From an optimization exercise on the open Yosys and OpenROAD flow, aimed at small area, a short achievable clock period and few clock cycles; shortcuts taken in it are not production practice. In this exercise RTL edits were held to simulation tests only and were not proved equivalent to the original. Power figures rest on the tool's default switching activity, not on a simulated workload.

==> flow/design.v <==
module pwe_encoder (
    input  wire         clk,
    input  wire         rst,
    input  wire         req_valid,
    output wire         req_ready,
    input  wire [15:0]  req_opcode,
    input  wire [15:0]  req_version,
    input  wire [31:0]  req_request_id,
    input  wire [31:0]  f_status,
    input  wire [31:0]  f_word,
    input  wire [31:0]  f_vnet_id,
    input  wire [15:0]  f_vlan_id,
    input  wire [15:0]  f_port,
    input  wire [7:0]   f_src_prefix_len,
    input  wire [7:0]   f_dst_prefix_len,
    input  wire [47:0]  f_mac,
    input  wire [47:0]  f_mac2,
    input  wire [127:0] f_ip,
    input  wire [127:0] f_ip2,
    output wire         tx_valid,
    input  wire         tx_ready,
    output wire [7:0]   tx_data,
    output wire         tx_last,
    output reg          ev_valid,
    output wire [7:0]   ev_code,
    output wire [15:0]  ev_opcode,
    output wire [31:0]  ev_request_id
);
    localparam [7:0] EV_ENCODE_UNKNOWN_OPCODE = 8'h05;
    reg [8:0] cls_r;
    wire op_hi0 = (req_opcode[15:4] == 12'd0);
    wire dcls_p = op_hi0 & ((req_opcode[3:0] == 4'h1) | (req_opcode[3:0] == 4'h2));
    wire dcls_c3 = op_hi0 & ((req_opcode[3:0] == 4'h3));
    wire dcls_c4 = op_hi0 & ((req_opcode[3:0] == 4'h4));
    wire dcls_c5 = op_hi0 & ((req_opcode[3:0] == 4'h5));
    wire dcls_c6 = op_hi0 & ((req_opcode[3:0] == 4'h6));
    wire dcls_c9 = op_hi0 & ((req_opcode[3:0] == 4'h9));
    wire dcls_cc = op_hi0 & ((req_opcode[3:0] == 4'hC));
    wire dcls_ce = op_hi0 & ((req_opcode[3:0] == 4'hE));
    wire dcls_cf = op_hi0 & ((req_opcode[3:0] == 4'hF));
    wire dknown = dcls_p | dcls_c3 | dcls_c4 | dcls_c5 | dcls_c6 | dcls_c9 | dcls_cc | dcls_ce | dcls_cf;
    wire [8:0] dcls = {dcls_p, dcls_c3, dcls_c4, dcls_c5, dcls_c6, dcls_c9, dcls_cc, dcls_ce, dcls_cf};
    wire cls_p = cls_r[8];
    wire cls_c3 = cls_r[7];
    wire cls_c4 = cls_r[6];
    wire cls_c5 = cls_r[5];
    wire cls_c6 = cls_r[4];
    wire cls_c9 = cls_r[3];
    wire cls_cc = cls_r[2];
    wire cls_ce = cls_r[1];
    wire cls_cf = cls_r[0];
    wire [5:0] psz = ({6{cls_p}} & 6'd0) | ({6{cls_c3}} & 6'd12) | ({6{cls_c4}} & 6'd20) | ({6{cls_c5}} & 6'd24) | ({6{cls_c6}} & 6'd28) | ({6{cls_c9}} & 6'd20) | ({6{cls_cc}} & 6'd4) | ({6{cls_ce}} & 6'd40) | ({6{cls_cf}} & 6'd46);
    reg        fresh;         
    reg        known_r;       
    reg        ev_p;          
    reg [3:0]  fl;            
    reg [7:0]  fh;            
    reg        cfetch;        
    reg        cpend;         
    reg        cfirst;        
    reg [15:0] hw_r;
    reg [31:0] crc;
    reg [3:0]  bcnt;          
    reg        hdr_done;      
    reg        bfull;         
    reg        blast;         
    reg        bsel;          
    reg [8:0]  q0, q1;        
    reg        q0v, q1v;
    reg        rdy;           
    wire h_0 = fl[0] & fh[0];
    wire h_1 = fl[1] & fh[0];
    wire h_2 = fl[2] & fh[0];
    wire h_3 = fl[3] & fh[0];
    wire h_4 = fl[0] & fh[1];
    wire h_5 = fl[1] & fh[1];
    wire h_6 = fl[2] & fh[1];
    wire h_7 = fl[3] & fh[1];
    wire h_8 = fl[0] & fh[2];
    wire h_9 = fl[1] & fh[2];
    wire h_10 = fl[2] & fh[2];
    wire h_11 = fl[3] & fh[2];
    wire h_12 = fl[0] & fh[3];
    wire h_13 = fl[1] & fh[3];
    wire h_14 = fl[2] & fh[3];
    wire h_15 = fl[3] & fh[3];
    wire h_16 = fl[0] & fh[4];
    wire h_17 = fl[1] & fh[4];
    wire h_18 = fl[2] & fh[4];
    wire h_19 = fl[3] & fh[4];
    wire h_20 = fl[0] & fh[5];
    wire h_21 = fl[1] & fh[5];
    wire h_22 = fl[2] & fh[5];
    wire h_23 = fl[3] & fh[5];
    wire h_24 = fl[0] & fh[6];
    wire h_25 = fl[1] & fh[6];
    wire h_26 = fl[2] & fh[6];
    wire h_27 = fl[3] & fh[6];
    wire h_28 = fl[0] & fh[7];
    wire h_29 = fl[1] & fh[7];
    wire h_30 = fl[2] & fh[7];
    wire h_31 = fl[3] & fh[7];
    wire at_last = (cls_p & h_7) | (cls_c3 & h_13) | (cls_c4 & h_17) | (cls_c5 & h_19) | (cls_c6 & h_21) | (cls_c9 & h_17) | (cls_cc & h_9) | (cls_ce & h_27) | (cls_cf & h_30);
    reg [35:0] sel_r;       
    wire [15:0] hw =
        ({16{sel_r[0]}} & req_version) |
        ({16{sel_r[1]}} & req_opcode) |
        ({16{sel_r[2]}} & {10'd0, psz}) |
        ({16{sel_r[3]}} & req_request_id[31:16]) |
        ({16{sel_r[4]}} & req_request_id[15:0]) |
        ({16{sel_r[5]}} & f_mac[47:32]) |
        ({16{sel_r[6]}} & f_mac[31:16]) |
        ({16{sel_r[7]}} & f_mac[15:0]) |
        ({16{sel_r[8]}} & f_vnet_id[31:16]) |
        ({16{sel_r[9]}} & f_vnet_id[15:0]) |
        ({16{sel_r[10]}} & f_status[15:0]) |
        ({16{sel_r[11]}} & f_port) |
        ({16{sel_r[12]}} & f_ip[127:112]) |
        ({16{sel_r[13]}} & f_ip[111:96]) |
        ({16{sel_r[14]}} & f_ip[95:80]) |
        ({16{sel_r[15]}} & f_ip[79:64]) |
        ({16{sel_r[16]}} & f_ip[63:48]) |
        ({16{sel_r[17]}} & f_ip[47:32]) |
        ({16{sel_r[18]}} & f_ip[31:16]) |
        ({16{sel_r[19]}} & f_ip[15:0]) |
        ({16{sel_r[20]}} & f_word[31:16]) |
        ({16{sel_r[21]}} & f_word[15:0]) |
        ({16{sel_r[22]}} & f_status[31:16]) |
        ({16{sel_r[23]}} & f_vlan_id) |
        ({16{sel_r[24]}} & f_ip2[127:112]) |
        ({16{sel_r[25]}} & f_ip2[111:96]) |
        ({16{sel_r[26]}} & f_ip2[95:80]) |
        ({16{sel_r[27]}} & f_ip2[79:64]) |
        ({16{sel_r[28]}} & f_ip2[63:48]) |
        ({16{sel_r[29]}} & f_ip2[47:32]) |
        ({16{sel_r[30]}} & f_ip2[31:16]) |
        ({16{sel_r[31]}} & f_ip2[15:0]) |
        ({16{sel_r[32]}} & {f_src_prefix_len, f_dst_prefix_len}) |
        ({16{sel_r[33]}} & f_mac2[47:32]) |
        ({16{sel_r[34]}} & f_mac2[31:16]) |
        ({16{sel_r[35]}} & f_mac2[15:0]);
    function [31:0] crc32_byte;
        input [31:0] c;
        input [7:0]  b;
        integer i;
        reg [31:0] r;
        begin
            r = c ^ {24'd0, b};
            for (i = 0; i < 8; i = i + 1)
                r = r[0] ? ((r >> 1) ^ 32'hEDB88320) : (r >> 1);
            crc32_byte = r;
        end
    endfunction
    wire [31:0] crc_base = cfirst ? 32'hFFFFFFFF : crc;
    wire [31:0] crc_next = crc32_byte(crc32_byte(crc_base, hw_r[15:8]), hw_r[7:0]);
    wire [31:0] crc_fin  = ~crc;
    reg [7:0] hbyte;
    always @(*) begin
        case (bcnt)
            4'd0:  hbyte = req_version[15:8];
            4'd1:  hbyte = req_version[7:0];
            4'd3:  hbyte = {4'd0, req_opcode[3:0]};
            4'd7:  hbyte = {2'd0, psz};
            4'd8:  hbyte = req_request_id[31:24];
            4'd9:  hbyte = req_request_id[23:16];
            4'd10: hbyte = req_request_id[15:8];
            4'd11: hbyte = req_request_id[7:0];
            4'd12: hbyte = crc_fin[31:24];
            4'd13: hbyte = crc_fin[23:16];
            4'd14: hbyte = crc_fin[15:8];
            4'd15: hbyte = crc_fin[7:0];
            default: hbyte = 8'd0;
        endcase
    end
    wire crc_ok   = ~cfetch & ~cpend;
    wire hdr_ok   = ~bcnt[3] | ~bcnt[2] | crc_ok;        
    wire space    = ~q1v;
    wire push_h   = known_r & space & ~hdr_done & hdr_ok;
    wire push_b   = known_r & space & hdr_done & bfull;
    wire push     = push_h | push_b;
    wire last_h   = cls_p & (bcnt == 4'd15);
    wire last_b   = bsel & blast;
    wire [8:0] pbyte = hdr_done ? {last_b, bsel ? hw_r[7:0] : hw_r[15:8]} : {last_h, hbyte};
    wire bfet     = ~cfetch & ~cls_p & ~blast & (~bfull | push_b & bsel);
    wire pop      = q0v & tx_ready;
    wire finish   = rdy | ev_valid;
    wire adv      = req_valid | ~fresh;                  
    assign req_ready = rdy | ev_valid;
    assign tx_valid  = q0v;
    assign tx_data   = q0[7:0];
    assign tx_last   = q0[8];
    assign ev_code       = EV_ENCODE_UNKNOWN_OPCODE;
    assign ev_opcode     = hw_r;
    assign ev_request_id = crc;
    always @(posedge clk) begin
        if (fresh)
            cls_r <= dcls;
        if (cfetch | bfet)
            hw_r <= hw;
        if (fresh)
            crc <= req_request_id;
        else if (cpend & known_r)
            crc <= crc_next;
        if (q1v) begin
            if (pop)
                q0 <= q1;
        end else if (push & (pop | ~q0v)) begin
            q0 <= pbyte;
        end else if (push) begin
            q1 <= pbyte;
        end
    end
    reg        fresh_n, known_n, ev_p_n, ev_n, cfetch_n, cpend_n, cfirst_n;
    reg        hdr_done_n, bfull_n, blast_n, bsel_n, q0v_n, q1v_n;
    reg [3:0]  fl_n, bcnt_n;
    reg [7:0]  fh_n;
    always @(*) begin
        fresh_n    = fresh;
        known_n    = known_r;
        ev_p_n     = fresh & req_valid & ~dknown;
        ev_n       = ev_p;
        fl_n       = fl;
        fh_n       = fh;
        cfetch_n   = cfetch;
        cpend_n    = cpend;
        cfirst_n   = cfirst;
        bcnt_n     = bcnt;
        hdr_done_n = hdr_done;
        bfull_n    = bfull;
        blast_n    = blast;
        bsel_n     = bsel;
        q0v_n      = q0v;
        q1v_n      = q1v;
        if (q1v) begin
            if (pop)
                q1v_n = 1'b0;
        end else if (push & (pop | ~q0v)) begin
            q0v_n = 1'b1;
        end else if (push) begin
            q1v_n = 1'b1;
        end else if (pop) begin
            q0v_n = 1'b0;
        end
        if (finish) begin
            fresh_n    = 1'b1;
            known_n    = 1'b0;
            fl_n       = 4'b0001;
            fh_n       = 8'b00000001;
            cfetch_n   = 1'b1;
            cpend_n    = 1'b0;
            cfirst_n   = 1'b1;
            bcnt_n     = 4'd0;
            hdr_done_n = 1'b0;
            bfull_n    = 1'b0;
            blast_n    = 1'b0;
            bsel_n     = 1'b0;
        end else begin
            if (fresh & req_valid) begin
                fresh_n = 1'b0;
                known_n = dknown;
            end
            cpend_n = cfetch & adv;
            if (cpend & known_r)
                cfirst_n = 1'b0;
            if (cfetch & adv) begin
                if (~fresh & at_last) begin
                    cfetch_n = 1'b0;
                    fl_n     = 4'b0001;
                    fh_n     = 8'b00000100;
                end else begin
                    fl_n = {fl[2:0], fl[3]};
                    if (fl[3])
                        fh_n = {fh[6:0], fh[7]};
                end
            end
            if (bfet) begin
                fl_n    = {fl[2:0], fl[3]};
                if (fl[3])
                    fh_n = {fh[6:0], fh[7]};
                bfull_n = 1'b1;
                blast_n = at_last;
            end else if (push_b & bsel)
                bfull_n = 1'b0;
            if (push_h) begin
                bcnt_n = bcnt + 4'd1;
                if (bcnt == 4'd15)
                    hdr_done_n = 1'b1;
            end
            if (push_b)
                bsel_n = ~bsel;
        end
        if (rst) begin
            fresh_n    = 1'b1;
            known_n    = 1'b0;
            ev_p_n     = 1'b0;
            ev_n       = 1'b0;
            fl_n       = 4'b0001;
            fh_n       = 8'b00000001;
            cfetch_n   = 1'b1;
            cpend_n    = 1'b0;
            cfirst_n   = 1'b1;
            bcnt_n     = 4'd0;
            hdr_done_n = 1'b0;
            bfull_n    = 1'b0;
            blast_n    = 1'b0;
            bsel_n     = 1'b0;
            q0v_n      = 1'b0;
            q1v_n      = 1'b0;
        end
    end
    wire rdy_n = known_n & ~q1v_n &
                 (~hdr_done_n & cls_p & (bcnt_n == 4'd15) & ~cfetch_n & ~cpend_n |
                  hdr_done_n & bfull_n & bsel_n & blast_n);
    wire hn_0 = fl_n[0] & fh_n[0];
    wire hn_1 = fl_n[1] & fh_n[0];
    wire hn_2 = fl_n[2] & fh_n[0];
    wire hn_3 = fl_n[3] & fh_n[0];
    wire hn_4 = fl_n[0] & fh_n[1];
    wire hn_5 = fl_n[1] & fh_n[1];
    wire hn_6 = fl_n[2] & fh_n[1];
    wire hn_7 = fl_n[3] & fh_n[1];
    wire hn_8 = fl_n[0] & fh_n[2];
    wire hn_9 = fl_n[1] & fh_n[2];
    wire hn_10 = fl_n[2] & fh_n[2];
    wire hn_11 = fl_n[3] & fh_n[2];
    wire hn_12 = fl_n[0] & fh_n[3];
    wire hn_13 = fl_n[1] & fh_n[3];
    wire hn_14 = fl_n[2] & fh_n[3];
    wire hn_15 = fl_n[3] & fh_n[3];
    wire hn_16 = fl_n[0] & fh_n[4];
    wire hn_17 = fl_n[1] & fh_n[4];
    wire hn_18 = fl_n[2] & fh_n[4];
    wire hn_19 = fl_n[3] & fh_n[4];
    wire hn_20 = fl_n[0] & fh_n[5];
    wire hn_21 = fl_n[1] & fh_n[5];
    wire hn_22 = fl_n[2] & fh_n[5];
    wire hn_23 = fl_n[3] & fh_n[5];
    wire hn_24 = fl_n[0] & fh_n[6];
    wire hn_25 = fl_n[1] & fh_n[6];
    wire hn_26 = fl_n[2] & fh_n[6];
    wire hn_27 = fl_n[3] & fh_n[6];
    wire hn_28 = fl_n[0] & fh_n[7];
    wire hn_29 = fl_n[1] & fh_n[7];
    wire hn_30 = fl_n[2] & fh_n[7];
    wire hn_31 = fl_n[3] & fh_n[7];
    wire [8:0] cls_n = fresh ? dcls : cls_r;
    wire cn_p = cls_n[8];
    wire cn_c3 = cls_n[7];
    wire cn_c4 = cls_n[6];
    wire cn_c5 = cls_n[5];
    wire cn_c6 = cls_n[4];
    wire cn_c9 = cls_n[3];
    wire cn_cc = cls_n[2];
    wire cn_ce = cls_n[1];
    wire cn_cf = cls_n[0];
    wire [35:0] sel_n;
    assign sel_n[0] = hn_0;
    assign sel_n[1] = hn_1;
    assign sel_n[2] = hn_3;
    assign sel_n[3] = hn_4;
    assign sel_n[4] = hn_5;
    assign sel_n[5] = (cn_c3 & hn_8) | (cn_c6 & hn_10) | (cn_cf & hn_16);
    assign sel_n[6] = (cn_c3 & hn_9) | (cn_c6 & hn_11) | (cn_cf & hn_17);
    assign sel_n[7] = (cn_c3 & hn_10) | (cn_c6 & hn_12) | (cn_cf & hn_18);
    assign sel_n[8] = (cn_c3 & hn_12) | (cn_c5 & hn_18) | (cn_ce & hn_8) | (cn_cf & hn_12);
    assign sel_n[9] = (cn_c3 & hn_13) | (cn_c5 & hn_19) | (cn_ce & hn_9) | (cn_cf & hn_13);
    assign sel_n[10] = (cn_c4 & hn_8) | (cn_c6 & hn_9) | (cn_cc & hn_9) | (cn_cf & hn_9);
    assign sel_n[11] = (cn_c4 & hn_9) | (cn_c6 & hn_13) | (cn_cf & hn_22);
    assign sel_n[12] = (cn_c4 & hn_10) | (cn_c5 & hn_8) | (cn_c6 & hn_14) | (cn_c9 & hn_10) | (cn_ce & hn_12) | (cn_cf & hn_23);
    assign sel_n[13] = (cn_c4 & hn_11) | (cn_c5 & hn_9) | (cn_c6 & hn_15) | (cn_c9 & hn_11) | (cn_ce & hn_13) | (cn_cf & hn_24);
    assign sel_n[14] = (cn_c4 & hn_12) | (cn_c5 & hn_10) | (cn_c6 & hn_16) | (cn_c9 & hn_12) | (cn_ce & hn_14) | (cn_cf & hn_25);
    assign sel_n[15] = (cn_c4 & hn_13) | (cn_c5 & hn_11) | (cn_c6 & hn_17) | (cn_c9 & hn_13) | (cn_ce & hn_15) | (cn_cf & hn_26);
    assign sel_n[16] = (cn_c4 & hn_14) | (cn_c5 & hn_12) | (cn_c6 & hn_18) | (cn_c9 & hn_14) | (cn_ce & hn_16) | (cn_cf & hn_27);
    assign sel_n[17] = (cn_c4 & hn_15) | (cn_c5 & hn_13) | (cn_c6 & hn_19) | (cn_c9 & hn_15) | (cn_ce & hn_17) | (cn_cf & hn_28);
    assign sel_n[18] = (cn_c4 & hn_16) | (cn_c5 & hn_14) | (cn_c6 & hn_20) | (cn_c9 & hn_16) | (cn_ce & hn_18) | (cn_cf & hn_29);
    assign sel_n[19] = (cn_c4 & hn_17) | (cn_c5 & hn_15) | (cn_c6 & hn_21) | (cn_c9 & hn_17) | (cn_ce & hn_19) | (cn_cf & hn_30);
    assign sel_n[20] = (cn_c5 & hn_16) | (cn_c9 & hn_8) | (cn_cf & hn_10);
    assign sel_n[21] = (cn_c5 & hn_17) | (cn_c9 & hn_9) | (cn_cf & hn_11);
    assign sel_n[22] = (cn_c6 & hn_8) | (cn_cc & hn_8) | (cn_cf & hn_8);
    assign sel_n[23] = (cn_ce & hn_10) | (cn_cf & hn_14);
    assign sel_n[24] = (cn_ce & hn_20);
    assign sel_n[25] = (cn_ce & hn_21);
    assign sel_n[26] = (cn_ce & hn_22);
    assign sel_n[27] = (cn_ce & hn_23);
    assign sel_n[28] = (cn_ce & hn_24);
    assign sel_n[29] = (cn_ce & hn_25);
    assign sel_n[30] = (cn_ce & hn_26);
    assign sel_n[31] = (cn_ce & hn_27);
    assign sel_n[32] = (cn_cf & hn_15);
    assign sel_n[33] = (cn_cf & hn_19);
    assign sel_n[34] = (cn_cf & hn_20);
    assign sel_n[35] = (cn_cf & hn_21);
    always @(posedge clk)
        sel_r <= sel_n;
    always @(posedge clk) begin
        fresh    <= fresh_n;
        known_r  <= known_n;
        ev_p     <= ev_p_n;
        ev_valid <= ev_n;
        fl       <= fl_n;
        fh       <= fh_n;
        cfetch   <= cfetch_n;
        cpend    <= cpend_n;
        cfirst   <= cfirst_n;
        bcnt     <= bcnt_n;
        hdr_done <= hdr_done_n;
        bfull    <= bfull_n;
        blast    <= blast_n;
        bsel     <= bsel_n;
        q0v      <= q0v_n;
        q1v      <= q1v_n;
        rdy      <= rdy_n;
    end
endmodule
==> flow/flow/run.sh <==
#!/bin/bash
# Standard ORFS layout; the port buffers are the smallest buffer cell
# (buf_1) instead of the cell buffer_ports picks by default.
set -euo pipefail
bash standard.sh "BUFFER_PORTS_ARGS=-buffer_cell sky130_fd_sc_hd__buf_1" finish > orfs_make.log 2>&1
==> flow/standard.sh <==
#!/bin/bash
# synth_recipe.tcl (not shown) runs the flow's synth.tcl, then flattens the netlist and writes it again
# the make line also repeats each setting of config.mk as NAME=value (left out here)
make -C /OpenROAD-flow-scripts/flow DESIGN_CONFIG=/design/flow/config.mk WORK_HOME=/design/flow/orfs CLKGATE_MAP_FILE= SYNTH_SCRIPT=/design/flow/synth_recipe.tcl "${@:-finish}"
==> flow/config.mk <==
export PLATFORM = sky130hd
export DESIGN_NAME = pwe_encoder
export DESIGN_NICKNAME = pwe_encoder
export VERILOG_FILES = /design/flow/design.v
export SDC_FILE = /design/flow/constraint.sdc
export NUM_CORES = 4
export LEC_CHECK = 0
export CAP_MARGIN = 20
export CORE_MARGIN = 2
export CORE_UTILIZATION = 30
export PLACE_DENSITY = 0.5
export SETUP_SLACK_MARGIN = 3.2
export SLEW_MARGIN = 20
==> flow/constraint.sdc <==
create_clock -name core_clock -period 6.0 [get_ports {clk}]
set_input_delay 1.2000 -clock core_clock [delete_from_list [all_inputs] [get_ports {clk}]]
set_output_delay 1.2000 -clock core_clock [all_outputs]
set_load 0.01 [all_outputs]
==> summary.md, run 1 <==
| Metric | Value |
|---|---|
| Number of synthesized flops with an enable pin | 67 |
| Arr. time, crit path | 3060 ps |
| Capture instance of the worst register-to-register path | crc[5] |
| Total global routing track utilization | 47.86% |
| Num CTS Buffers | 17 |
| Worst reg-to-reg setup slack | 3130 ps |
| Hold-critical path depth | 1 |
| DRC viols | 0 |
| Power share of the combinational group | between 50% and 60% |
| First-pass GRT wire length | 125300 µm |
| Internal cell power | 3081 µW |
| Power share of the clock group | 22.2% |
| Average size of a mapped cell | 8.722 µm² |
| Power Density | 318.6 nW/µm² |
| Maximum number of pins on one net before global-route repair | 62 |
| Final RePlAce weighted congestion | 1.118 |
| Critical Path RT | 6190 ps |
| Clock tree from TritonCTS | done |
| Finished Core Util | 42.50% |
| Clock Path Buffers | 2 |
| Top-Level Pins | 632 |
| Post-synthesis async set-or-reset flop share | 0% |
| Clock Latency Late Sink | 440 ps |
| Setup Total Neg Slack | 0 ps |
| Setup violations, final | 0 |
| Hold-critical path endpoint | ev_valid |
| First-pass iteration count of the detailed router | 7 |
| Post-synthesis instance total | about 1.3k |
| Area of the core | 37490 µm² |
| Number of vias per cell after detailed routing | approximately 6.3 |
| Type of the worst setup path | reg2reg |
| Reg2Reg Depth | 8 |
| Largest fanout on the critical path | 3 |
| Global-route congestion overflow total | 0 |
| Headroom to the max-slew limit | roughly a quarter |
| FP Rows | 71 |
| # clock sinks | approximately 140 |
| Reg2Reg Launch Point | crc[6] |
| Vias after detailed routing | 15.65k |
| Number of nets still failing antenna checks after routing | 0 |
| MaxCap Viol Count | 0 |
| Post-detailed-routing wire length | 97600 µm |
| Layout Skew | 11.61 ps |
| Top_reg_cell synth | sky130_fd_sc_hd__dfxtp_1 |
| Worst-case vdd ir drop | roughly 170 µV |
| Switching power share of the total | 39.30% |
| Worst hold path class | reg2reg |
| Layer carrying the most global-route usage | met2 |
| Starting density of the core | 30.34% |
| Transition time of the tightest slew-check pin | 1136 ps |
| Final min period | 2868 ps |
| Number of flip-flops and latches in the synthesized netlist | 141 |
| Area of the die | roughly 40000 µm² |
| Type of origin of the critical path | flop |
| Highest attainable clock frequency | 348.7 MHz |
| Setup repair after global routing missed its margin | yes |
| Layout overhead on the synthesized area | 40.09% |
| Syn. warnings | 1 |
| Fraction of layout cells with a size suffix above 1 | between 10% and 20% |
| Switch Pwr | approximately 2000 µW |
| Buffer cell driving the clock tree root | sky130_fd_sc_hd__clkbuf_16 |
| Iter 0 DRT Violations | 2366 |
| Final routed wire length divided by cell count | 39.51 µm |
| CTS Hold Bufs | 0 |
| Level count of the clock H-tree | 4 |
| Number of nets in the finished design | about 2.5k |
| Worst min-delay path startpoint | ev_p |
| Vias in the first global route | 14.55k |
| Outcome | timing/DRC/antenna clean |
| Top cells by area in the synthesized netlist | sky130_fd_sc_hd__edfxtp_1, sky130_fd_sc_hd__a22oi_1, sky130_fd_sc_hd__dfxtp_1 |
| Count of different cell masters after synthesis | 70 |
| CP endpoint kind | flop |
| Die Width | 198.7 µm |
| Leakage power summed over all cells | 0.005324 µW |
| Most area-hungry cell type in the Yosys netlist | sky130_fd_sc_hd__edfxtp_1 |
| Seq/Total Area, Yosys | 30.72% |
| Clk slew on worst S/H paths | 60 ps |
| Fraction of the cycle the final worst path needs | 47.80% |
| Number of max-slew violations in the final report | 0 |
| Share of the synthesized area in the top cell type | ~18% |
| Cell Area, Synth | approximately 11000 µm² |
| Antenna violations before repair | 14 |
| Global routing met2 resource utilization | 71.72% |
| Global-route met1 utilization | 59.79% |
| Sequential share of power | 27.0% |
| Number of I/O port buffers | 623 |
| Global routing met3 resource utilization | between 10% and 20% |
| Die extent in y | ~200 µm |
| Dpl hpwl | approximately 80000 µm |
| Number of hold violations in the final report | 0 |
layer usage:
layer | up-vias | share of wire, % | wire length (µm)
met3 | 292 | 12 | 11270
met1 | 7695 | 37 | 36160
met2 | 1353 | 43 | 41900
met5 | - | 0.16 | 161
li1 | 6306 | - | -
met4 | 8 | 8.3 | 8091
state kept, by name, summed over array words and instances, names as in the netlist:
register,cells
cls_r,9
bcnt,4
bfull,1
hdr_done,1
hw_r,16
cfetch,1
crc,32
ev_p,1
cfirst,1
rdy,1
sel_r,36
ev_valid,1
q0v,1
bsel,1
blast,1
cpend,1
fl,4
known_r,1
fresh,1
q1v,1
q1,9
q0,9
fh,8
cells in the final DEF, fill, tap and decap left out, types with 5 or more instances in the layout:
| master | Yosys | final |
|---|---|---|
| sky130_fd_sc_hd__nor3_1 | 10 | 10 |
| sky130_fd_sc_hd__diode_2 | 0 | 10 |
| sky130_fd_sc_hd__conb_1 | 2 | 8 |
| sky130_fd_sc_hd__xnor2_2 | 11 | 14 |
| sky130_fd_sc_hd__a222oi_1 | 21 | 21 |
| sky130_fd_sc_hd__o211ai_1 | 8 | 8 |
| sky130_fd_sc_hd__nor2_2 | 2 | 7 |
| sky130_fd_sc_hd__xor2_1 | 25 | 19 |
| sky130_fd_sc_hd__a22oi_1 | 220 | 218 |
| sky130_fd_sc_hd__nand4_1 | 52 | 52 |
| sky130_fd_sc_hd__nor4_1 | 18 | 15 |
| sky130_fd_sc_hd__mux2i_1 | 11 | 11 |
| sky130_fd_sc_hd__xnor3_1 | 9 | 5 |
| sky130_fd_sc_hd__clkbuf_16 | 0 | 17 |
| sky130_fd_sc_hd__nor2_1 | 99 | 92 |
| sky130_fd_sc_hd__mux2_2 | 19 | 18 |
| sky130_fd_sc_hd__a21oi_1 | 22 | 20 |
| sky130_fd_sc_hd__a221oi_1 | 32 | 32 |
| sky130_fd_sc_hd__dfxtp_1 | 74 | 69 |
| sky130_fd_sc_hd__xnor2_4 | 4 | 14 |
| sky130_fd_sc_hd__o21ai_0 | 46 | 44 |
| sky130_fd_sc_hd__xnor2_1 | 112 | 99 |
| sky130_fd_sc_hd__xor2_2 | 2 | 5 |
| sky130_fd_sc_hd__edfxtp_1 | 67 | 67 |
| sky130_fd_sc_hd__xnor3_2 | 1 | 5 |
| sky130_fd_sc_hd__buf_6 | 1 | 7 |
| sky130_fd_sc_hd__clkinvlp_4 | 0 | 6 |
| sky130_fd_sc_hd__nand2_1 | 99 | 97 |
| sky130_fd_sc_hd__inv_1 | 34 | 30 |
| sky130_fd_sc_hd__a22o_1 | 34 | 34 |
| sky130_fd_sc_hd__o21ai_1 | 11 | 11 |
| sky130_fd_sc_hd__buf_1 | 4 | 621 |
| sky130_fd_sc_hd__nand3_1 | 31 | 30 |
| sky130_fd_sc_hd__o22ai_1 | 14 | 13 |
| sky130_fd_sc_hd__buf_4 | 15 | 99 |
final cells by class:
class	instances	area (µm²)
clock inverters	12	160.2
fillers	4019	21560
inverters	38	152.6
multi-input cells	1006	7782
well taps	511	639.4
clock buffers	19	432.9
repair buffers	733	3238
flip-flops and latches	141	3502
diodes	10	25.02
logic make-up (layout without fill, tap and decap cells):
family / count (synthesis) / count (layout) / synth area share [%]
compound gates: 459 / 459 / 29.98
xor+xnor: 167 / 167 / 16.04
fa+ha+maj: 5 / 5 / 0.5501
buf+inv: 163 / 802 / 5.973
flops: 141 / 141 / 30.72
mux: 30 / 30 / 2.849
other cells: 2 / 18 / 0.06603
simple gates: 337 / 337 / 13.83
power groups by stage:
stage | logic (µW) | clock network, µW | registers [µW]
after floorplan | 1350 | 0 | 1320
after global placement | 1980 | 0 | 1450
after detailed placement | 1980 | 0 | 1440
after CTS | 2340 | 1120 | 1360
after global routing | 2700 | 1170 | 1370
final | 2580 | 1130 | 1370
how the worst max path moves through the flow:
stage	to	start	cells past startpoint
global route	crc[5]	cfirst	9
global placement	sel_r[19]	req_opcode[13]	9
floorplan	crc[17]	hw_r[12]	8
finish	crc[5]	crc[6]	8
CTS	crc[17]	hw_r[11]	7
detailed placement	sel_r[19]	req_opcode[13]	9
timing repair:
item	CTS	global route
setup buffers	53	20
resized for setup	77	48
pin swaps	20	18
endpoints found under the setup margin	93	68
Yosys cell counts (7+ instances only):
master,n
sky130_fd_sc_hd__a21oi_1,22
sky130_fd_sc_hd__a221oi_1,32
sky130_fd_sc_hd__a222oi_1,21
sky130_fd_sc_hd__a22o_1,34
sky130_fd_sc_hd__a22oi_1,220
sky130_fd_sc_hd__a31oi_1,7
sky130_fd_sc_hd__buf_4,15
sky130_fd_sc_hd__clkbuf_1,102
sky130_fd_sc_hd__dfxtp_1,74
sky130_fd_sc_hd__edfxtp_1,67
sky130_fd_sc_hd__inv_1,34
sky130_fd_sc_hd__mux2_2,19
sky130_fd_sc_hd__mux2i_1,11
sky130_fd_sc_hd__nand2_1,99
sky130_fd_sc_hd__nand2b_1,8
sky130_fd_sc_hd__nand3_1,31
sky130_fd_sc_hd__nand4_1,52
sky130_fd_sc_hd__nor2_1,99
sky130_fd_sc_hd__nor3_1,10
sky130_fd_sc_hd__nor4_1,18
sky130_fd_sc_hd__o211ai_1,8
sky130_fd_sc_hd__o21ai_0,46
sky130_fd_sc_hd__o21ai_1,11
sky130_fd_sc_hd__o22ai_1,14
sky130_fd_sc_hd__o311ai_0,7
sky130_fd_sc_hd__xnor2_1,112
sky130_fd_sc_hd__xnor2_2,11
sky130_fd_sc_hd__xnor3_1,9
sky130_fd_sc_hd__xor2_1,25
per-stage QoR:
stage               power (µW)  cell area, µm²  std cells  setup slack [ps]  hold slack, ps
global route              5231           15920       2466              3096           480.0
detailed placement        3423           14110       2355              2162           440.3
global placement          3429           14110       2355              2093           427.5
finish                    5077           15930       2470              3132           448.2
floorplan                 2671           11400       1310              3224           413.8
CTS                       4827           15510       2439              3044           453.9
critical path: stages, from the launching register on:
cell and delay [ps]:
sky130_fd_sc_hd__edfxtp_1 510, sky130_fd_sc_hd__xnor2_4 200, sky130_fd_sc_hd__nor2_4 160, sky130_fd_sc_hd__xor3_2 530, sky130_fd_sc_hd__xnor2_4 190, sky130_fd_sc_hd__xnor2_4 260
sky130_fd_sc_hd__xor2_2 250, sky130_fd_sc_hd__xnor3_1 250, sky130_fd_sc_hd__mux2_4 260
Testbench counts, summed over its fixed seeds: cycles 147,057.
==> run 2: changes to the inputs <==
--- a/flow/design.v
+++ b/flow/design.v
@@ -58,5 +58,4 @@
     reg        cfetch;        
     reg        cpend;         
-    reg        cfirst;        
     reg [15:0] hw_r;
     reg [31:0] crc;
@@ -152,6 +151,5 @@
         end
     endfunction
-    wire [31:0] crc_base = cfirst ? 32'hFFFFFFFF : crc;
-    wire [31:0] crc_next = crc32_byte(crc32_byte(crc_base, hw_r[15:8]), hw_r[7:0]);
+    wire [31:0] crc_next = crc32_byte(crc32_byte(crc, hw_r[15:8]), hw_r[7:0]);
     wire [31:0] crc_fin  = ~crc;
     reg [7:0] hbyte;
@@ -199,5 +197,5 @@
             hw_r <= hw;
         if (fresh)
-            crc <= req_request_id;
+            crc <= req_request_id | {32{dknown}};
         else if (cpend & known_r)
             crc <= crc_next;
@@ -211,5 +209,5 @@
         end
     end
-    reg        fresh_n, known_n, ev_p_n, ev_n, cfetch_n, cpend_n, cfirst_n;
+    reg        fresh_n, known_n, ev_p_n, ev_n, cfetch_n, cpend_n;
     reg        hdr_done_n, bfull_n, blast_n, bsel_n, q0v_n, q1v_n;
     reg [3:0]  fl_n, bcnt_n;
@@ -224,5 +222,4 @@
         cfetch_n   = cfetch;
         cpend_n    = cpend;
-        cfirst_n   = cfirst;
         bcnt_n     = bcnt;
         hdr_done_n = hdr_done;
@@ -249,5 +246,4 @@
             cfetch_n   = 1'b1;
             cpend_n    = 1'b0;
-            cfirst_n   = 1'b1;
             bcnt_n     = 4'd0;
             hdr_done_n = 1'b0;
@@ -261,6 +257,4 @@
             end
             cpend_n = cfetch & adv;
-            if (cpend & known_r)
-                cfirst_n = 1'b0;
             if (cfetch & adv) begin
                 if (~fresh & at_last) begin
@@ -299,5 +293,4 @@
             cfetch_n   = 1'b1;
             cpend_n    = 1'b0;
-            cfirst_n   = 1'b1;
             bcnt_n     = 4'd0;
             hdr_done_n = 1'b0;
@@ -402,5 +395,4 @@
         cfetch   <= cfetch_n;
         cpend    <= cpend_n;
-        cfirst   <= cfirst_n;
         bcnt     <= bcnt_n;
         hdr_done <= hdr_done_n;
==> run 2 against run 1 <==
  * Design area decreased by 4.2%
  * Core utilization decreased by 0.52 points
  * First-iteration DRC count increased by 5.6%
  * Register-to-register slack improved by 40 ps
  * Wire length decreased by 1.9%
  * Flip-flop and latch count decreased by 1
  * Synthesized area decreased by 3.1%
  * Clock power about the same
  * Synthesized cell count decreased by 4.8%
  * Critical path type is now in2reg
  * Die area decreased by 3.1%
==> summary.md, run 2 <==
| Metric | Value |
|---|---|
| Outcome | timing/DRC/antenna clean |
| Cell Area, Synth | 11020 µm² |
| Buffer cell driving the clock tree root | sky130_fd_sc_hd__clkbuf_16 |
| Most area-hungry cell type in the Yosys netlist | sky130_fd_sc_hd__edfxtp_1 |
| Number of vias per cell after detailed routing | 6.525 |
| Worst hold path class | reg2reg |
| Clock tree from TritonCTS | done |
| Most common cell in the synthesized netlist | sky130_fd_sc_hd__a22oi_1 |
| Global-route met1 utilization | 58.24% |
| Finished Core Util | 41.98% |
| Setup violations, final | 0 |
| Setup repair after global routing missed its margin | yes |
| Post-synthesis instance total | 1241 |
| Dpl hpwl | approximately 79000 µm |
| Maximum number of pins on one net before global-route repair | 69 |
| Headroom to the max-slew limit | 15.94% |
| Delay of the slowest cell on the worst path | 360 ps |
| Number of flip-flops and latches in the synthesized netlist | 140 |
| Type of the worst setup path | in2reg |
| Largest fanout on the critical path | 9 |
| Largest registers | sel_r (36), crc (32), hw_r (16) |
| Top cells by area in the synthesized netlist | sky130_fd_sc_hd__edfxtp_1, sky130_fd_sc_hd__a22oi_1, sky130_fd_sc_hd__dfxtp_1 |
| Count of different cell masters after synthesis | 67 |
| Clock Latency Late Sink | 440 ps |
| Clock Path Buffers | 2 |
| MaxCap Viol Count | 0 |
| Power Density | between 700 and 800 nW/µm² |
| Reg2Reg Launch Point | hw_r[13] |
| CP endpoint kind | flop |
| Share of the synthesized area in the top cell type | 18.26% |
| Number of synthesized flops with an enable pin | 67 |
| Layout Skew | around 16 ps |
| Level count of the clock H-tree | 4 |
| Commonest non-fill, non-tap cell in the layout | sky130_fd_sc_hd__buf_1 |
| Total power | approximately 11000 µW |
| Final RePlAce weighted congestion | 1.098 |
| Area of the die | 38270 µm² |
| Post-synthesis async set-or-reset flop share | 0% |
| Worst-case vdd ir drop | 1008 µV |
| Vias after detailed routing | 15.36k |
| Top_reg_cell synth | sky130_fd_sc_hd__dfxtp_1 |
| # clock sinks | 140 |
| Number of max-slew violations in the final report | 0 |
| Fraction of layout cells with a size suffix above 1 | 12.04% |
| First-pass iteration count of the detailed router | 7 |
| Largest register FFs | 36 |
| Post-detailed-routing wire length | 95710 µm |
| Series of cell instances along the critical path | buf_1 > and2_0 > and4_4 > nand2_1 > o22a_1 > clkinv_2 > a222oi_1 > o221ai_1 |
| Commonest cells after routing, fill and taps aside | sky130_fd_sc_hd__buf_1, sky130_fd_sc_hd__a22oi_1, sky130_fd_sc_hd__nor2_1 |
| Seq/Total Area, Yosys | approximately a third |
| Reg2Reg Depth | 7 |
| Area of the core | 36350 µm² |
| Capture instance of the worst register-to-register path | crc[19] |
| Worst reg-to-reg setup slack | 3170 ps |
| Most frequent cells after synthesis | sky130_fd_sc_hd__a22oi_1, sky130_fd_sc_hd__clkbuf_1, sky130_fd_sc_hd__xnor2_1, sky130_fd_sc_hd__nor2_1, sky130_fd_sc_hd__dfxtp_1 |
| Cell family contributing the most delay on the critical path | compound AO/OA/AOI/OAI gates |
| Non-filler cells, final | 2354 |
| Leakage power summed over all cells | ~0.005 µW |
| Clk slew on worst S/H paths | ~70 ps |
| Num CTS Buffers | 17 |
| Iter 0 DRT Violations | around 2.5k |
| Syn. warnings | 1 |
| Number of nets still failing antenna checks after routing | 0 |
| Global-route congestion overflow total | 0 |
| Layer carrying the most global-route usage | met2 |
| Vias in the first global route | 14.31k |
| Register ranked first by flip-flop count | sel_r |
| Transition time of the tightest slew-check pin | 1259 ps |
| Worst min-delay path startpoint | ev_p |
| Die extent in y | 195.6 µm |
| Antenna violations before repair | 30 |
| Final min period | around 2900 ps |
| Type of origin of the critical path | primary input |
| Number of I/O port buffers | 623 |
| Fraction of the cycle the final worst path needs | 47.55% |
| Hold-critical path depth | 1 |
| CTS Hold Bufs | 0 |
| Global routing met3 resource utilization | 12.25% |
| Number of buffer and inverter stages on the critical path | 2 |
| Slowest stage cell on the critical path | sky130_fd_sc_hd__a222oi_1 |
| Number of placed instances, taps included | ~2.3k |
| First-pass GRT wire length | 124200 µm |
| Setup Total Neg Slack | 0 ps |
| Hold-critical path endpoint | ev_valid |
| Starting density of the core | 30.31% |
| Number of hold violations in the final report | 0 |
| Critical Path RT | 6290 ps |
| Top-Level Pins | 632 |
| Layout overhead on the synthesized area | 38.52% |
| Final routed wire length divided by cell count | 40.66 µm |
| Global routing met2 resource utilization | 70.86% |
| FP Rows | 70 |
| Average size of a mapped cell | 8.876 µm² |
| Highest attainable clock frequency | around 350 MHz |
| DRC viols | 0 |
| Arr. time, crit path | roughly 3100 ps |
| Number of nets in the finished design | between 2k and 2.5k |
| Total global routing track utilization | a little under 50% |
| Die Width | 195.6 µm |
==> run 2: cell count changes after synthesis, moves of 6 or more <==
cell	change
sky130_fd_sc_hd__and2_1	+8
sky130_fd_sc_hd__nor3_1	+6
sky130_fd_sc_hd__o22a_1	+10
sky130_fd_sc_hd__nor2_1	-12
sky130_fd_sc_hd__xnor2_1	-20
sky130_fd_sc_hd__nor2b_1	+6
sky130_fd_sc_hd__xnor3_1	-7
sky130_fd_sc_hd__inv_1	-7
sky130_fd_sc_hd__o21ai_1	-6
sky130_fd_sc_hd__a22o_1	+9
sky130_fd_sc_hd__nand2_1	-44
sky130_fd_sc_hd__buf_4	-7
==> run 2: layer usage <==
metal / vias to the layer above / part of all wire [%]
met2: 1297 / 42
met5: - / 0.030
met4: 4 / 11
li1: 6149 / -
met1: 7611 / 36
met3: 299 / 11
==> run 2: worst max-delay path by stage <==
| stage | cells after the start | startpoint | slack (ps) | end |
|---|---|---|---|---|
| 2_1_floorplan | 7 | crc[0] | 3200 | crc[26] |
| 3_3_place_gp | 8 | req_valid | 2330 | sel_r[14] |
| 3_5_place_dp | 5 | req_opcode[7] | 2280 | crc[28] |
| 4_1_cts | 7 | cls_r[4] | 3160 | sel_r[5] |
| 5_1_grt | 9 | req_valid | 3080 | sel_r[14] |
| 6_report | 8 | req_opcode[1] | 3150 | sel_r[14] |
==> run 2: cell type report <==
| cell class | instances | area, µm² |
|---|---|---|
| Fill cell | 3854 | 21090 |
| Multi-Input combinational cell | 962 | 7480 |
| Sequential cell | 140 | 3486 |
| Timing Repair Buffer | 697 | 2938 |
| Tap cell | 468 | 585.6 |
| Clock buffer | 17 | 425.4 |
| Clock inverter | 15 | 168.9 |
| Inverter | 29 | 110.1 |
| Antenna cell | 26 | 65.06 |
==> run 2: repair_timing <==
item | in CTS | in global routing
resized for setup | 59 | 31
setup endpoints to repair | 96 | 54
setup buffers | 26 | 14
pin swaps | 15 | 12
==> run 2: kinds of logic after synthesis <==
| family | after synthesis | share of synthesized area (%) |
|---|---|---|
| compound gates | 477 | 32.62 |
| mux | 27 | 2.658 |
| flops | 140 | 31.53 |
| buf+inv | 145 | 5.225 |
| fa+ha+maj | 5 | 0.5679 |
| other cells | 2 | 0.06818 |
| xor+xnor | 139 | 13.70 |
| simple gates | 306 | 13.63 |
==> run 2: per-stage QoR <==
stage                     hold slack (ps)  setup slack [ps]  cell area [µm²]
final                               442.1              3147            15260
after CTS                           445.9              3162            14910
after global placement              418.0              2328            13780
after global routing                461.4              3082            15250
after floorplan                     413.8              3203            11060
after detailed placement            428.7              2279            13790
==> run 2: power breakdown <==
part           switching, µW  leakage, µW  total (µW)  internal [µW]
Combinational           4560      0.00343        8800           4240
Clock                    526     0.000290        1120            596
Sequential               255      0.00127        1570           1310
Total                   5340      0.00499       11500           6140
Testbench counts of run 2, summed over its fixed seeds: cycles 147,057.
==> run 3: changes to the inputs <==
--- a/flow/config.mk
+++ b/flow/config.mk
@@ -9,4 +9,5 @@
 export CORE_MARGIN = 2
 export CORE_UTILIZATION = 30
+export CTS_BUF_LIST = sky130_fd_sc_hd__clkbuf_8
 export PLACE_DENSITY = 0.5
 export SETUP_SLACK_MARGIN = 3.2
==> run 3 against run 2 <==
  * Fmax down 3.1%
  * Die area is the same
  * Critical path depth fell by 3
  * Clock power decreased by 24%
  * Count of clock-buffer cells in the layout is the same
  * Synthesized cell count stayed put
  * Core utilization shrank 0.47 points
  * Hold slack gained 7.2 ps
  * Via count up 0.49%
  * Combinational power is 1% higher
==> summary.md, run 3 <==
| Metric | Value |
|---|---|
| Final RePlAce weighted congestion | between 1 and 1.5 |
| Headroom to the max-slew limit | approximately 17% |
| CP endpoint kind | flop |
| Reg2Reg Launch Point | sel_r[5] |
| Share of the synthesized area in the top cell type | 18.26% |
| Average size of a mapped cell | a little under 9 µm² |
| Commonest non-fill, non-tap cell in the layout | sky130_fd_sc_hd__buf_1 |
| Sequential cell area in the final layout | 3486 µm² |
| Largest registers | sel_r (36), crc (32), hw_r (16) |
| Area taken by multi-input logic gates | 7466 µm² |
| Highest attainable clock frequency | 339.8 MHz |
| Antenna violations before repair | 30 |
| Worst hold path class | reg2reg |
| Iter 0 DRT Violations | 2586 |
| First-pass iteration count of the detailed router | 6 |
| Seq/Total Area, Yosys | 31.53% |
| Final min period | 2943 ps |
| CTS Hold Bufs | 0 |
| Fillers | between 3k and 4k |
| Number of max-slew violations in the final report | 0 |
| Setup violations, final | 0 |
| Setup repair after global routing missed its margin | yes |
| Transition time of the tightest slew-check pin | 1250 ps |
| Area of the die | 38270 µm² |
| Layout overhead on the synthesized area | 36.96% |
| Die Width | 195.6 µm |
| FP Rows | 70 |
| DP Worst Slack | 2279 ps |
| Die extent in y | around 200 µm |
| Most common cell in the synthesized netlist | sky130_fd_sc_hd__a22oi_1 |
| Delay of the slowest cell on the worst path | 900 ps |
| Type of the worst setup path | in2reg |
| Area of the core | 36350 µm² |
| Total global routing track utilization | 48.25% |
| Start point of the critical path | req_request_id[26] |
| Internal cell power | 5925 µW |
| Dpl hpwl | 78750 µm |
| Buffer cell driving the clock tree root | sky130_fd_sc_hd__clkbuf_8 |
| Total power | 11300 µW |
| Count of different cell masters after synthesis | 67 |
| Top cells by area in the synthesized netlist | sky130_fd_sc_hd__edfxtp_1, sky130_fd_sc_hd__a22oi_1, sky130_fd_sc_hd__dfxtp_1 |
| Most frequent cells after synthesis | sky130_fd_sc_hd__a22oi_1, sky130_fd_sc_hd__clkbuf_1, sky130_fd_sc_hd__xnor2_1, sky130_fd_sc_hd__nor2_1, sky130_fd_sc_hd__dfxtp_1 |
| Outcome | timing/DRC/antenna clean |
| Power share of the clock group | 7.5% |
| Cell Area, Synth | 11020 µm² |
| Final worst-path setup slack | about 3100 ps |
| Number of buffer and inverter stages on the critical path | 1 |
| Num CTS Buffers | 17 |
| Type of origin of the critical path | primary input |
| Cell family contributing the most delay on the critical path | simple AND/OR/NAND/NOR gates |
| Slowest stage cell on the critical path | sky130_fd_sc_hd__nor4_1 |
| Power Density | 749.2 nW/µm² |
| Fraction of the cycle the final worst path needs | 49.05% |
| Syn. warnings | 1 |
| Post-synthesis async set-or-reset flop share | 0% |
| Post-detailed-routing wire length | about 96000 µm |
| Hold-critical path depth | 1 |
| Worst min-delay path startpoint | ev_p |
| Leakage power summed over all cells | just under 0.005 µW |
| Power share of the combinational group | 78.7% |
| Setup Total Neg Slack | 0 ps |
| # clock sinks | 140 |
| Most area-hungry cell type in the Yosys netlist | sky130_fd_sc_hd__edfxtp_1 |
| Number of synthesized flops with an enable pin | 67 |
| Largest register FFs | 36 |
| Worst-case vdd ir drop | 972.3 µV |
| Top_reg_cell synth | sky130_fd_sc_hd__dfxtp_1 |
| Layout Skew | 26.58 ps |
| Fraction of layout cells with a size suffix above 1 | 12.12% |
| Clk slew on worst S/H paths | around 100 ps |
| Number of I/O port buffers | 623 |
| Switching power share of the total | 47.58% |
| Top-Level Pins | 632 |
| Vias after detailed routing | between 15k and 20k |
| Number of nets in the finished design | 2421 |
| Series of cell instances along the critical path | buf_1 > a22oi_1 > nand4_1 > nor4_1 > nand2_1 |
| Critical Path RT | between 6000 and 7000 ps |
| Capture instance of the worst register-to-register path | hw_r[10] |
| Number of flip-flops and latches in the synthesized netlist | 140 |
| Arr. time, crit path | roughly 3200 ps |
| Largest fanout on the critical path | 3 |
| Number of hold violations in the final report | 0 |
| Maximum number of pins on one net before global-route repair | 69 |
| MaxCap Viol Count | 0 |
| Clock Path Buffers | 2 |
| First-pass GRT wire length | 124100 µm |
| Hold-critical path endpoint | ev_valid |
| Post-synthesis instance total | approximately 1.2k |
| Number of nets still failing antenna checks after routing | 0 |
| Number of vias per cell after detailed routing | 6.552 |
| Final routed wire length divided by cell count | 40.60 µm |
| Level count of the clock H-tree | 4 |
| Worst reg-to-reg setup slack | 3060 ps |
| Switch Pwr | 5378 µW |
| Starting density of the core | ~30% |
| Global-route congestion overflow total | 0 |
| DRC viols | 0 |
| Reg2Reg Depth | 5 |
| Worst-case hold slack | approximately 450 ps |
| Vias in the first global route | about 14k |
| Register ranked first by flip-flop count | sel_r |
| Commonest cells after routing, fill and taps aside | sky130_fd_sc_hd__buf_1, sky130_fd_sc_hd__a22oi_1, sky130_fd_sc_hd__nor2_1 |
| Sequential share of power | 13.8% |
| Clock tree from TritonCTS | done |
| Clock Latency Late Sink | 500 ps |
[run 3: through the flow]
stage,util [%],cell area (µm²),instances
floorplan,-,11060,1247
finish,41.51,15090,2356
global placement,37.91,13780,2256
CTS,40.49,14720,2314
global route,41.48,15080,2352
detailed placement,37.93,13790,2256
[run 3: power groups by stage]
stage          Sequential [µW]  Clock (µW)  Combinational (µW)
5_1_grt                   1560         877                9300
3_3_place_gp              1560           0                7150
6_report                  1560         848                8900
4_1_cts                   1550         841                8180
2_1_floorplan             1520           0                5230
3_5_place_dp              1560           0                7130
[run 3: cells by family (layout without fill, tap and decap cells)]
logic type | after synthesis | after routing | share of synthesized area [%]
buffers and inverters | 145 | 763 | 5.225
other | 2 | 31 | 0.06818
flip-flops | 140 | 140 | 31.53
multiplexers | 27 | 27 | 2.658
AO/OA/AOI/OAI | 477 | 477 | 32.62
XOR/XNOR | 139 | 139 | 13.70
adder cells (fa/ha/maj) | 5 | 5 | 0.5679
AND/OR/NAND/NOR | 306 | 306 | 13.63
[run 3: final cells by class]
class / count / area share [%]
multi-input cells: 962 / 49.49
flip-flops and latches: 140 / 23.10
repair buffers: 702 / 19.72
well taps: 468 / 3.881
clock buffers: 17 / 1.551
clock inverters: 15 / 1.120
inverters: 29 / 0.7547
diodes: 23 / 0.3815
[run 3: worst max-delay path by stage]
stage,to,slack (ps),cells past startpoint
after floorplan,crc[26],3200,7
after global placement,sel_r[14],2330,8
after detailed placement,crc[28],2280,5
after CTS,sel_r[5],3170,7
after global routing,sel_r[14],3090,9
final,hw_r[10],3060,5
[run 3: what timing repair did]
item                                    in CTS  in global routing
gates resized for setup                     57                 30
endpoints found under the setup margin      91                 54
pin swaps                                   15                 12
setup buffers                               26                 19
[run 3: metal layers]
metal / share of wire [%] / GRT usage, % / vias to the layer above
li1: - / - / 6154
met1: 36 / 59.01 / 7605
met2: 42 / 70.73 / 1365
met3: 11 / 11.26 / 306
met4: 10 / 43.06 / 6
met5: 0.038 / 0 / -
==> run 4: changes to the inputs <==
--- a/flow/config.mk
+++ b/flow/config.mk
@@ -9,6 +9,5 @@
 export CORE_MARGIN = 2
 export CORE_UTILIZATION = 30
-export CTS_BUF_LIST = sky130_fd_sc_hd__clkbuf_8
 export PLACE_DENSITY = 0.5
-export SETUP_SLACK_MARGIN = 3.2
+export SETUP_SLACK_MARGIN = 3.5
 export SLEW_MARGIN = 20
==> run 4 against run 3 <==
  * Worst setup slack improved by 210 ps
  * Design area increased by 12%
  * Largest cell class unchanged
  * Via count increased by 3.6%
  * Cell count increased by 2.7%
==> summary.md, run 4 <==
| Metric | Value |
|---|---|
| Outcome | timing/DRC/antenna clean |
| Count of different cell masters after synthesis | 67 |
| Top-Level Pins | around 630 |
| DRC viols | 0 |
| Number of nets still failing antenna checks after routing | 0 |
| Clock Path Buffers | 2 |
| First-pass iteration count of the detailed router | 9 |
| Final routed wire length divided by cell count | 41.12 µm |
| Setup violations, final | 0 |
| Register ranked first by flip-flop count | sel_r |
| Critical Path RT | between 6000 and 7000 ps |
| Commonest non-fill, non-tap cell in the layout | sky130_fd_sc_hd__buf_1 |
| Vias in the first global route | ~15k |
| Dpl hpwl | 81010 µm |
| Final design instance area without fill | 16960 µm² |
| Number of synthesized flops with an enable pin | 67 |
| Post-synthesis instance total | roughly 1.2k |
| Commonest cells after routing, fill and taps aside | sky130_fd_sc_hd__buf_1, sky130_fd_sc_hd__a22oi_1, sky130_fd_sc_hd__buf_4 |
| Fraction of layout cells with a size suffix above 1 | 21.79% |
| Cell Area, Synth | approximately 11000 µm² |
| Die Width | 195.6 µm |
| Num CTS Buffers | 17 |
| Worst-case hold slack | 441.0 ps |
| Number of max-slew violations in the final report | 0 |
| Number of I/O port buffers | between 600 and 700 |
| Seq/Total Area, Yosys | roughly a third |
| Worst-case vdd ir drop | 969.3 µV |
| Starting density of the core | 30.31% |
| Share of the synthesized area in compound gates (AO/OA/AOI/OAI) | 32.62% |
| Synthesized-area fraction occupied by and/or/nand/nor cells | 13.63% |
| Headroom to the max-slew limit | 21.43% |
| Level count of the clock H-tree | 4 |
| Setup Total Neg Slack | 0 ps |
| Die extent in y | between 150 and 200 µm |
| Fraction of the cycle the final worst path needs | between 40 and 50% |
| Layout Skew | about 9.8 ps |
| Placement Cell Area | 14070 µm² |
| Antenna violations before repair | 13 |
| Share of the synthesized area in the top cell type | 18.26% |
| First-pass GRT wire length | 128700 µm |
| Top_reg_cell synth | sky130_fd_sc_hd__dfxtp_1 |
| MaxCap Viol Count | 0 |
| Clock tree from TritonCTS | done |
| Arr. time, crit path | between 2000 and 3000 ps |
| Hold-critical path depth | 1 |
| FP Rows | 70 |
| # clock sinks | 140 |
| Highest attainable clock frequency | between 300 and 400 MHz |
| Dominant combinational cell family by area after synthesis | compound AO/OA/AOI/OAI gates |
| Most common cell in the synthesized netlist | sky130_fd_sc_hd__a22oi_1 |
| Average size of a mapped cell | 8.876 µm² |
| CP endpoint kind | flop |
| Transition time of the tightest slew-check pin | 1177 ps |
| Number of hold violations in the final report | 0 |
| Setup repair after global routing missed its margin | yes |
| Final min period | 2737 ps |
| Number of nets in the finished design | 2497 |
| Iter 0 DRT Violations | 2552 |
| Clk slew on worst S/H paths | ~70 ps |
| Final RePlAce weighted congestion | approximately 1.1 |
| Adder-cell area share of the yosys netlist | less than 1% |
| Type of origin of the critical path | flop |
| Type of the worst setup path | reg2reg |
| Fillers | 3659 |
| Multiplexer share of the synthesized area | 2.658% |
| Area of the die | 38270 µm² |
| Reg2Reg Depth | 8 |
| Vias after detailed routing | between 15k and 20k |
| Largest fanout on the critical path | 3 |
| Largest register FFs | 36 |
| Xor/xnor cell area share of the yosys netlist | 13.70% |
| Number of flip-flops and latches in the synthesized netlist | 140 |
| Worst hold path class | reg2reg |
| Number of vias per cell after detailed routing | 6.610 |
| Power Density | 830.3 nW/µm² |
| Most frequent cells after synthesis | sky130_fd_sc_hd__a22oi_1, sky130_fd_sc_hd__clkbuf_1, sky130_fd_sc_hd__xnor2_1, sky130_fd_sc_hd__nor2_1, sky130_fd_sc_hd__dfxtp_1 |
| Finished Core Util | 46.65% |
| Area taken by multi-input logic gates | 8254 µm² |
| Leakage power summed over all cells | 0.005822 µW |
| Sequential cell area in the final layout | 3497 µm² |
| Area of the core | ~36000 µm² |
| Post-detailed-routing wire length | around 100000 µm |
| Global-route congestion overflow total | 0 |
| Top cells by area in the synthesized netlist | sky130_fd_sc_hd__edfxtp_1, sky130_fd_sc_hd__a22oi_1, sky130_fd_sc_hd__dfxtp_1 |
| Buffer cell driving the clock tree root | sky130_fd_sc_hd__clkbuf_16 |
| Maximum number of pins on one net before global-route repair | slightly below 70 |
| Worst reg-to-reg setup slack | 3260 ps |
| Largest registers | sel_r (36), crc (32), hw_r (16) |
| Syn. warnings | 1 |
| Total global routing track utilization | between 50% and 60% |
| CTS Hold Bufs | 0 |
| Most area-hungry cell type in the Yosys netlist | sky130_fd_sc_hd__edfxtp_1 |
| Layout overhead on the synthesized area | 53.93% |
| Clock Latency Late Sink | between 400 and 500 ps |
| Post-synthesis async set-or-reset flop share | 0% |
-- run 4: cell counts after synthesis --
No cell type changed its count.
-- run 4: repair_timing --
action	4_1_cts	5_1_grt
cloned	0	1
pin swaps	48	56
endpoints found under the hold margin	0	0
buffers inserted	72	40
setup endpoints to repair	127	105
resized for setup	137	164
-- run 4: path summary, 6_finish.rpt --
kind	to	start
worst max-delay path	crc[26]	crc[0]
worst min-delay path	ev_valid	ev_p
worst max register to register	crc[26]	crc[0]
worst min register to register	ev_valid	ev_p
-- run 4: where the power goes --
part	internal (µW)	total, µW	leakage, µW	switching [µW]
Combinational	6000	11400	0.00427	5400
Sequential	1310	1570	0.00127	262
Clock	587	1110	0.000287	519
-- run 4: area by class of cell --
| class | count | share of cell area, % |
|---|---|---|
| Tap cell | 468 | 3.453 |
| Clock inverter | 15 | 0.8929 |
| Timing Repair Buffer | 777 | 22.95 |
| Sequential cell | 140 | 20.62 |
| Antenna cell | 11 | 0.1623 |
| Clock buffer | 17 | 2.509 |
| Multi-Input combinational cell | 963 | 48.68 |
| Inverter | 29 | 0.7305 |
-- run 4: kinds of logic (layout without fill, tap and decap cells) --
group           Yosys count  count (layout)
compound gates          477             477
simple gates            306             307
fa+ha+maj                 5               5
flops                   140             140
xor+xnor                139             139
mux                      27              27
buf+inv                 145             838
other cells               2              19
-- run 4: critical path, stage by stage (launching register included) --
cell	delay [ps]
sky130_fd_sc_hd__edfxtp_1	500
sky130_fd_sc_hd__xnor2_4	220
sky130_fd_sc_hd__buf_12	140
sky130_fd_sc_hd__xor3_2	450
sky130_fd_sc_hd__xnor3_2	300
sky130_fd_sc_hd__xnor3_2	510
sky130_fd_sc_hd__xnor2_2	190
sky130_fd_sc_hd__nor2_1	100
sky130_fd_sc_hd__a21oi_1	50
-- run 4: metal layers --
layer  share of wire (%)  routed length [µm]  global-route usage [%]
met2                  42               42280                   74.72
met5               0.028                  28                       0
met3                  11               10960                   11.24
met1                  35               34660                   59.73
met4                  12               11580                   46.73
-- run 4: stage by stage --
step	worst slack [ps]	total power, µW	cells
floorplan	3281	7014	1247
global placement	2567	8868	2264
detailed placement	2559	8896	2264
CTS	3277	12750	2368
global route	3241	14570	2416
finish	3263	14080	2420
==> run 5: changes to the inputs <==
--- a/flow/config.mk
+++ b/flow/config.mk
@@ -10,4 +10,4 @@
 export CORE_UTILIZATION = 30
 export PLACE_DENSITY = 0.5
-export SETUP_SLACK_MARGIN = 3.5
+export SETUP_SLACK_MARGIN = 3.3
 export SLEW_MARGIN = 20
==> run 5 against run 4 <==
  * Non-clock buffer count down 48
  * Synthesized area unchanged
  * Synthesized cell count unchanged
  * Hold slack better by 5.7 ps
  * Largest cell class unchanged
  * Flip-flop and latch count unchanged
  * Critical path type is now in2reg
  * Wire length down 1.5%
  * Register-to-register slack about the same
  * Total power down 17%
  * Core utilization down 3.5 points
  * Critical path depth down 3
  * Die area unchanged
  * Fmax down 3.3%
  * Largest power group unchanged
==> summary.md, run 5 <==
| Metric | Value |
|---|---|
| Top-Level Pins | ~630 |
| First-pass GRT wire length | 126600 µm |
| Commonest non-fill, non-tap cell in the layout | sky130_fd_sc_hd__buf_1 |
| Power Density | 749.0 nW/µm² |
| Total global routing track utilization | 49.49% |
| Arr. time, crit path | roughly 3000 ps |
| Worst hold path class | reg2reg |
| Switching power share of the total | 45.25% |
| Largest register FFs | 36 |
| Setup repair after global routing missed its margin | yes |
| Final worst-path setup slack | around 3200 ps |
| Num CTS Buffers | 17 |
| Number of placed instances, taps included | ~2.3k |
| # clock sinks | 140 |
| Highest attainable clock frequency | 353.3 MHz |
| Cell Area, Synth | 11020 µm² |
| Final min period | around 2800 ps |
| Syn. warnings | 1 |
| Fraction of layout cells with a size suffix above 1 | 14.69% |
| Headroom to the max-slew limit | ~18% |
| Area of the die | 38270 µm² |
| Fraction of the cycle the final worst path needs | 47.17% |
| Die extent in y | between 150 and 200 µm |
| Non-filler cells, final | 2379 |
| Power share of the combinational group | 77.2% |
| Type of the worst setup path | in2reg |
| Number of nets in the finished design | 2449 |
| Number of flip-flops and latches in the synthesized netlist | 140 |
| Fillers | 3817 |
| Switch Pwr | 5320 µW |
| Seq/Total Area, Yosys | between 30% and 40% |
| Global-route congestion overflow total | 0 |
| Vias after detailed routing | between 15k and 20k |
| Setup Total Neg Slack | 0 ps |
| First-pass iteration count of the detailed router | 7 |
| Critical Path RT | roughly 6200 ps |
| Iter 0 DRT Violations | 2643 |
| Level count of the clock H-tree | 4 |
| Vias in the first global route | 14.46k |
| Buffer cell driving the clock tree root | sky130_fd_sc_hd__clkbuf_16 |
| Area of the core | 36350 µm² |
| Most frequent cells after synthesis | sky130_fd_sc_hd__a22oi_1, sky130_fd_sc_hd__clkbuf_1, sky130_fd_sc_hd__xnor2_1, sky130_fd_sc_hd__nor2_1, sky130_fd_sc_hd__dfxtp_1 |
| Setup violations, final | 0 |
| Die Width | 195.6 µm |
| Most common cell in the synthesized netlist | sky130_fd_sc_hd__a22oi_1 |
| Post-detailed-routing wire length | 98000 µm |
| CP endpoint kind | flop |
| Clock tree from TritonCTS | done |
| MaxCap Viol Count | 0 |
| Number of synthesized flops with an enable pin | 67 |
| Final routed wire length divided by cell count | 41.19 µm |
| Post-synthesis instance total | 1241 |
| Sequential share of power | 13.3% |
| Type of origin of the critical path | primary input |
| Clk slew on worst S/H paths | 70 ps |
| Share of the synthesized area in the top cell type | between 10% and 20% |
| Layout Skew | 24.63 ps |
| Average size of a mapped cell | 8.876 µm² |
| Largest registers | sel_r (36), crc (32), hw_r (16) |
| Leakage power summed over all cells | 0.005242 µW |
| Number of nets still failing antenna checks after routing | 0 |
| Dpl hpwl | a little under 80000 µm |
| Outcome | timing/DRC/antenna clean |
| Maximum number of pins on one net before global-route repair | 69 |
| DP Worst Slack | ~2400 ps |
| Internal cell power | 6436 µW |
| Number of max-slew violations in the final report | 0 |
| FP Rows | 70 |
| Most area-hungry cell type in the Yosys netlist | sky130_fd_sc_hd__edfxtp_1 |
| Worst-case vdd ir drop | approximately 1100 µV |
| Register ranked first by flip-flop count | sel_r |
| Power share of the clock group | a little under a tenth |
| Number of hold violations in the final report | 0 |
| Largest fanout on the critical path | 1 |
| Transition time of the tightest slew-check pin | approximately 1200 ps |
| Clock Path Buffers | 2 |
| Antenna violations before repair | 23 |
| Post-synthesis async set-or-reset flop share | 0% |
| Number of vias per cell after detailed routing | 6.617 |
| DRC viols | 0 |
| Starting density of the core | a little under a third |
| Top_reg_cell synth | sky130_fd_sc_hd__dfxtp_1 |
| Commonest cells after routing, fill and taps aside | sky130_fd_sc_hd__buf_1, sky130_fd_sc_hd__a22oi_1, sky130_fd_sc_hd__buf_4 |
| Number of I/O port buffers | 623 |
| Clock Latency Late Sink | around 470 ps |
| Top cells by area in the synthesized netlist | sky130_fd_sc_hd__edfxtp_1, sky130_fd_sc_hd__a22oi_1, sky130_fd_sc_hd__dfxtp_1 |
| Count of different cell masters after synthesis | 67 |
| Layout overhead on the synthesized area | 42.47% |
| Final RePlAce weighted congestion | 1.061 |
-- run 5: cell counts after synthesis --
No cell type changed its count.
-- run 5: cell type report --
type	count	area, µm²	area share [%]
inverters	29	117.6	0.7494
repair buffers	729	3221	20.52
flip-flops and latches	140	3485	22.20
diodes	18	45.04	0.2870
well taps	468	585.6	3.731
clock inverters	11	90.09	0.5740
clock buffers	21	503.0	3.205
multi-input cells	963	7647	48.73
-- run 5: power by group through the flow --
stage          logic, µW  clock network [µW]  registers (µW)
2_1_floorplan       5220                   0            1520
3_3_place_gp        7070                   0            1560
3_5_place_dp        7060                   0            1560
4_1_cts             8280                1110            1550
5_1_grt             9500                1140            1560
6_report            9080                1120            1560
-- run 5: what timing repair did --
item,CTS,global route
setup endpoints to repair,92,49
gates cloned,0,1
hold buffers,0,0
resized for setup,79,43
setup buffers,37,27
pin swaps,24,26
-- run 5: layer usage --
layer | wire, µm | part of all wire [%] | track usage (%) | vias up
li1 | - | - | - | 6213
met1 | 34830 | 36 | 59.41 | 7723
met2 | 41060 | 42 | 71.96 | 1475
met3 | 11920 | 12 | 14.28 | 324
met4 | 10130 | 10 | 43.91 | 8
met5 | 46 | 0.047 | 0 | -
-- run 5: worst max-delay path, stage by stage --
cell and delay, ps:
sky130_fd_sc_hd__buf_1 240, sky130_fd_sc_hd__a22oi_1 250, sky130_fd_sc_hd__nand4_1 380, sky130_fd_sc_hd__nor4_1 800, sky130_fd_sc_hd__nand2_1 140
-- run 5: metrics by stage --
step / instance area [µm²] / hold slack [ps] / total power, µW / util [%]
finish: 15690 / 446.7 / 11760 / 43.18
detailed placement: 13860 / 434.8 / 8619 / 38.14
floorplan: 11090 / 413.8 / 6741 / -
CTS: 15180 / 449.9 / 10940 / 41.76
global placement: 13860 / 435.2 / 8629 / 38.14
global route: 15680 / 459.8 / 12210 / 43.14
-- run 5: kinds of logic (layout without fill, tap and decap cells) --
group / count (synthesis) / count (layout) / synth area share (%)
mux: 27 / 27 / 2.658
buf+inv: 145 / 790 / 5.225
fa+ha+maj: 5 / 5 / 0.5679
xor+xnor: 139 / 139 / 13.70
compound gates: 477 / 478 / 32.62
simple gates: 306 / 306 / 13.63
flops: 140 / 140 / 31.53
other cells: 2 / 26 / 0.06818
-- run 5: path summary, 6_finish.rpt --
check | from | to | slack [ps] | depth (start not counted)
setup / recovery | f_status[24] | hw_r[8] | 3170 | 5
hold reg to reg | ev_p | ev_valid | 450 | 1
setup reg to reg | sel_r[8] | hw_r[1] | 3270 | 5
hold / removal | ev_p | ev_valid | 450 | 1

-- static timing again, ports no longer ideal --
Ports are ideal in the flow. The routed layouts listed here were re-timed in OpenROAD.
Step 1 assumes that a clkbuf_16 drives the clock port and a buf_2 every other input.
Step 2 times the ports against the registers' clock, not the clock port: input delays grow and output delays shrink by t, the midpoint of the rising clock arrivals with the driver on.
Three values: ideal ports, drivers, drivers and shift; two values: the first two.
run	t (ns)	setup WS [ns]	worst setup path after step 2	pins driven straight from the clock port
run 1	0.492	3.132 / 3.132 / 2.685	input to register	1
run 2	0.484	3.147 / 3.144 / 2.659	input to register	1
run 3	0.538	3.057 / 3.058 / 2.542	input to register	1
run 4	0.502	3.263 / 3.263 / 2.916	input to register	1
run 5	0.509	3.170 / 3.195 / 2.686	input to register	1
After both steps every run listed still meets setup and hold. The setup slack of run 3, which loses most, moves by +0.001 ns with the drivers and by -0.515 ns with both steps.
